This design comes from an exercise in tuning for small area, a short achievable clock period and few clock cycles per item on the open sky130 flow, not from production work.
Where RTL was checked, it was by simulation tests only, not by an equivalence proof against the original.
Power and IR drop assume default switching activity.

== v26 ==
==> flow/design.v <==
module pfc_pixel_encoder (
    input  wire        clk,
    input  wire        rst,         
    input  wire        in_valid,
    output wire        in_ready,
    input  wire [23:0] in_color,    
    input  wire [7:0]  in_bright,
    output wire        out_valid,
    input  wire        out_ready,
    output wire [7:0]  out_data,
    output wire        out_last     
);
    reg  [3:0]  fpos;       
    reg  [21:0] s_q;        
    reg  [1:0]  top_n;      
    reg  [7:0]  p_q;        
    reg  [7:0]  b_q;        
    reg  [1:0]  c_q;        
    reg  [1:0]  c11_q;      
    reg         cact;       
    reg         tk;         
    reg         ovalid;     
    reg         ovalid_o;   
    reg         last_q;     
    reg         irdy;       
    wire [1:0] lane = fpos[3:2];
    wire [1:0] step = fpos[1:0];
    wire f0  = (fpos == 4'd0);
    wire f10 = lane[1] & (step == 2'd2);
    wire f11 = lane[1] & (step == 2'd3);
    wire shift = ovalid ? out_ready : (~f0 | in_valid | tk);
    wire take  = irdy & in_valid;
    wire ld    = shift & in_valid & (f0 | (cact & ~f11));
    wire [7:0] c_lane = lane[1] ? in_color[7:0] : lane[0] ? in_color[15:8] : in_color[23:16];
    wire [1:0] c_sel  = c_lane[2 * step +: 2];
    wire       lane_start = (step == 2'd1);
    wire [1:0] cp   = f0 ? c11_q : c_q;
    wire [7:0] base = lane_start ? 8'd0 : p_q;
    wire [9:0] t    = {2'b00, base}
                    + (cp[0] ? {2'b00, b_q} : 10'd0)
                    + (cp[1] ? {1'b0, b_q, 1'b0} : 10'd0);
    wire [7:0] xl   = {s_q[1:0], s_q[3:2], s_q[5:4], s_q[7:6]};
    wire [8:0] cy;
    assign cy[0] = 1'b1;
    genvar i;
    generate
        for (i = 0; i < 8; i = i + 1) begin : g_conv
            assign cy[i+1] = (p_q[i] ^ xl[i]) ? cy[i] : p_q[i];
        end
    endgenerate
    wire [7:0] q = p_q + {7'd0, cy[8]};
    always @(posedge clk) begin
        if (rst) begin
            fpos   <= 4'd0;
            cact   <= 1'b0;
            tk     <= 1'b0;
            ovalid <= 1'b0;
            ovalid_o <= 1'b0;
            last_q <= 1'b1;
            irdy   <= 1'b0;
        end else begin
            if (shift) begin
                fpos   <= f11 ? 4'd0 : fpos + 4'd1;
                last_q <= f11;
                if (f0) begin
                    ovalid <= tk;
                    ovalid_o <= tk;
                    tk     <= 1'b0;
                end
            end
            if (ld & f0)
                cact <= 1'b1;
            if (ld & f10)
                irdy <= 1'b1;
            if (take) begin
                cact <= 1'b0;
                tk   <= 1'b1;
                irdy <= 1'b0;
            end
        end
    end
    always @(posedge clk) begin
        if (ld) begin
            c_q <= c_sel;
            b_q <= in_bright;
        end
        if (take)
            c11_q <= in_color[7:6];
        if (shift) begin
            p_q <= t[9:2];
            top_n <= ~s_q[21:20];
            if (lane_start)
                s_q <= {s_q[19:8], q, t[1:0]};
            else
                s_q <= {s_q[19:0], t[1:0]};
        end
    end
    assign in_ready  = irdy;
    assign out_valid = ovalid_o;
    assign out_last  = last_q;
    assign out_data  = {{3{top_n[0]}}, 2'b01, {3{top_n[1]}}};
endmodule
==> flow/config.mk <==
export PLATFORM = sky130hd
export DESIGN_NAME = pfc_pixel_encoder
export DESIGN_NICKNAME = pfc_pixel_encoder
export VERILOG_FILES = /design/flow/design.v
export SDC_FILE = /design/flow/constraint.sdc
export NUM_CORES = 4
export LEC_CHECK = 0
export CAP_MARGIN = 20
export CORE_MARGIN = 2
export CORE_UTILIZATION = 40
export SLEW_MARGIN = 20
==> flow/constraint.sdc <==
create_clock -name core_clock -period 15.0 [get_ports {clk}]
set_input_delay 3.0000 -clock core_clock [delete_from_list [all_inputs] [get_ports {clk}]]
set_output_delay 3.0000 -clock core_clock [all_outputs]
set_load 0.01 [all_outputs]
standard.sh (not shown) runs the stock make flow with config.mk's settings and CLKGATE_MAP_FILE= SYNTH_SCRIPT=/design/flow/synth_recipe.tcl, a recipe that flattens the netlist after the stock synthesis.
==> flow/flow/run.sh <==
#!/bin/bash
export BUFFER_PORTS_ARGS="-buffer_cell sky130_fd_sc_hd__buf_1"
export SETUP_SLACK_MARGIN=10.9
bash standard.sh > standard.log 2>&1
Testbench counts of v26, summed over its fixed seeds: cycles 24,688, items 2,048.
> inputs changed (v26 -> v16)
--- a/flow/design.v
+++ b/flow/design.v
@@ -10,18 +10,16 @@
     output wire [7:0]  out_data,
     output wire        out_last     
 );
     reg  [3:0]  fpos;       
-    reg  [21:0] s_q;        
-    reg  [1:0]  top_n;      
+    reg  [23:0] s_q;        
     reg  [7:0]  p_q;        
     reg  [7:0]  b_q;        
     reg  [1:0]  c_q;        
     reg  [1:0]  c11_q;      
     reg         cact;       
     reg         tk;         
     reg         ovalid;     
-    reg         ovalid_o;   
     reg         last_q;     
     reg         irdy;       
     wire [1:0] lane = fpos[3:2];
     wire [1:0] step = fpos[1:0];
@@ -38,34 +36,35 @@
     wire [7:0] base = lane_start ? 8'd0 : p_q;
     wire [9:0] t    = {2'b00, base}
                     + (cp[0] ? {2'b00, b_q} : 10'd0)
                     + (cp[1] ? {1'b0, b_q, 1'b0} : 10'd0);
-    wire [7:0] xl   = {s_q[1:0], s_q[3:2], s_q[5:4], s_q[7:6]};
+    wire [7:0] xl   = ~{s_q[1:0], s_q[3:2], s_q[5:4], s_q[7:6]};
     wire [8:0] cy;
-    assign cy[0] = 1'b1;
+    wire [8:0] ones;
+    assign cy[0]   = 1'b1;
+    assign ones[0] = 1'b1;
     genvar i;
     generate
         for (i = 0; i < 8; i = i + 1) begin : g_conv
-            assign cy[i+1] = (p_q[i] ^ xl[i]) ? cy[i] : p_q[i];
+            assign cy[i+1]   = (p_q[i] & xl[i]) | ((p_q[i] | xl[i]) & cy[i]);
+            assign ones[i+1] = ones[i] & p_q[i];
         end
     endgenerate
-    wire [7:0] q = p_q + {7'd0, cy[8]};
+    wire [7:0] q = p_q ^ ({8{cy[8]}} & ones[7:0]);
     always @(posedge clk) begin
         if (rst) begin
             fpos   <= 4'd0;
             cact   <= 1'b0;
             tk     <= 1'b0;
             ovalid <= 1'b0;
-            ovalid_o <= 1'b0;
             last_q <= 1'b1;
             irdy   <= 1'b0;
         end else begin
             if (shift) begin
                 fpos   <= f11 ? 4'd0 : fpos + 4'd1;
                 last_q <= f11;
                 if (f0) begin
                     ovalid <= tk;
-                    ovalid_o <= tk;
                     tk     <= 1'b0;
                 end
             end
             if (ld & f0)
@@ -87,16 +86,15 @@
         if (take)
             c11_q <= in_color[7:6];
         if (shift) begin
             p_q <= t[9:2];
-            top_n <= ~s_q[21:20];
             if (lane_start)
-                s_q <= {s_q[19:8], q, t[1:0]};
+                s_q <= {s_q[21:8], ~q, ~t[1:0]};
             else
-                s_q <= {s_q[19:0], t[1:0]};
+                s_q <= {s_q[21:0], ~t[1:0]};
         end
     end
     assign in_ready  = irdy;
-    assign out_valid = ovalid_o;
+    assign out_valid = ovalid;
     assign out_last  = last_q;
-    assign out_data  = {{3{top_n[0]}}, 2'b01, {3{top_n[1]}}};
+    assign out_data  = {{3{s_q[22]}}, 2'b01, {3{s_q[23]}}};
 endmodule
Findings:
When v16 is set beside v26, its maximum achievable frequency turns out to be 0.0039 GHz smaller. In the flow results for v26 and v16, the fraction of cell area in non-clock buffers is smaller on v16. Largest family of logic cells by synthesized area: simple AND/OR/NAND/NOR gates -> v26, compound AO/OA/AOI/OAI gates -> v16. On v16: share of total power in the clock network is 0.6 points higher than what v26 gave. Relative to v26, number of inverters outside the clock class in the layout has increased by 11 in v16. Between v26 and v16, the flow reports via count increasing by a few percent. Going from v26 to v16, the total global routing track utilization was found to have gone up by 0.26 points.
Testbench counts of v16, summed over its fixed seeds: cycles 24,688, items 2,048.

---

Q:
RTL: the design.v shown in full above, as it stands there.
clock: 15.0 ns
lec_check: 0
cap_margin: 20
core_margin: 2
core_utilization: 40
slew_margin: 20
==> flow/flow/run.sh <==
#!/bin/bash
export BUFFER_PORTS_ARGS="-buffer_cell sky130_fd_sc_hd__buf_1"
export SETUP_SLACK_MARGIN=10.9
export CTS_ARGS="-repair_clock_nets -dont_use_dummy_load"
bash standard.sh > standard.log 2>&1
Testbench counts of Q, summed over its fixed seeds: cycles 24,688, items 2,048.
--- input diff Q..S ---
--- a/flow/design.v
+++ b/flow/design.v
@@ -94,9 +94,9 @@
             else
                 s_q <= {s_q[19:0], t[1:0]};
         end
     end
     assign in_ready  = irdy;
     assign out_valid = ovalid_o;
-    assign out_last  = last_q;
+    assign out_last  = f0;
     assign out_data  = {{3{top_n[0]}}, 2'b01, {3{top_n[1]}}};
 endmodule
### Flow results
- Number of cell instances on the worst register-to-register path ends up lower on Q.
- Lower portion of total power attributed to combinational logic goes to Q over S.
- Q → S: hold slack now sits lower, fraction of met3 tracks used by global routing now sits at about the same level, cell area now sits higher, aggregate global-route resource usage now sits at about the same level, minimum setup slack in the final design now sits lower.
- Comparing S and Q, the higher wire length of the first global-routing pass was measured on Q.
The RTL of S was laid out without a check of its function.

---

Starts from the design.v that is shown in full above.
==> flow/config.mk <==
export PLATFORM = sky130hd
export DESIGN_NAME = pfc_pixel_encoder
export DESIGN_NICKNAME = pfc_pixel_encoder
export VERILOG_FILES = /design/flow/design.v
export SDC_FILE = /design/flow/constraint.sdc
export NUM_CORES = 4
export LEC_CHECK = 0
export CAP_MARGIN = 20
export CORE_MARGIN = 2
export CORE_UTILIZATION = 40
export SLEW_MARGIN = 20
==> flow/constraint.sdc <==
create_clock -name core_clock -period 15.0 [get_ports {clk}]
set_input_delay 3.0000 -clock core_clock [delete_from_list [all_inputs] [get_ports {clk}]]
set_output_delay 3.0000 -clock core_clock [all_outputs]
set_load 0.01 [all_outputs]
Scripts as last shown in full above: flow/flow/run.sh
Testbench counts at the start, summed over its fixed seeds: cycles 24,688, items 2,048.
Next try:
--- a/flow/design.v
+++ b/flow/design.v
@@ -95,8 +95,8 @@
                 s_q <= {s_q[19:0], t[1:0]};
         end
     end
     assign in_ready  = irdy;
-    assign out_valid = ovalid_o;
+    assign out_valid = ovalid;
     assign out_last  = last_q;
     assign out_data  = {{3{top_n[0]}}, 2'b01, {3{top_n[1]}}};
 endmodule
=> Via count goes down by 2.3%; wire length goes down by 3.9%; register-to-register slack gains 0.14 ns; fmax goes down by 0.65%; clock skew stays flat; flip-flop and latch count stays the same; global-route usage goes down by 0.46 points; utilization goes up by 0.43 points; power goes down by 0.32%.
Only the layout flow was run in the second run of this note; the RTL was not checked for function there.

## static timing again, ports no longer ideal
How much do the figures lean on ideal ports? The routed layouts below were timed once more, with nothing changed but the port constraints.
Step 1 sets driving cells, clkbuf_16 on the clock port and buf_2 on the other inputs (assumed; they add their load-dependent delay and slew).
Step 2 moves the port delays by t, midway between the first and last clock arrival at a register: inputs arrive t later, outputs are due t later. That takes back most of the time a late clock gives input paths.
Three values: ideal ports, drivers, drivers and shift; two values: the first two.
| run | t, ns | setup slack, ns | worst setup path after step 2 | latest minus earliest clock arrival (ns) | worst slew at a driven data input, ns |
|---|---|---|---|---|---|
| v26 | 0.328 | 11.089 / 11.063 / 10.766 | input to register | 0.010 / 0.010 | 0.04 |
| v16 | 0.336 | 11.028 / 10.996 / 10.775 | input to register | 0.006 / 0.006 | 0.03 |
| Q | 0.319 | 11.081 / 11.063 / 10.768 | input to register | 0.026 / 0.026 | 0.04 |
| S | 0.320 | 10.786 / 10.760 / 10.796 | input to register | 0.011 / 0.011 | 0.03 |
| the first run of note 3 | 0.319 | 11.081 / 11.063 / 10.768 | input to register | 0.026 / 0.026 | 0.04 |
| the second run of note 3 | 0.320 | 11.056 / 11.057 / 10.737 | input to register | 0.026 / 0.027 | 0.03 |
After both steps every run listed still meets setup and hold. For v26, which loses most, drivers alone change the setup slack by -0.026 ns; drivers and shift together by -0.323 ns.
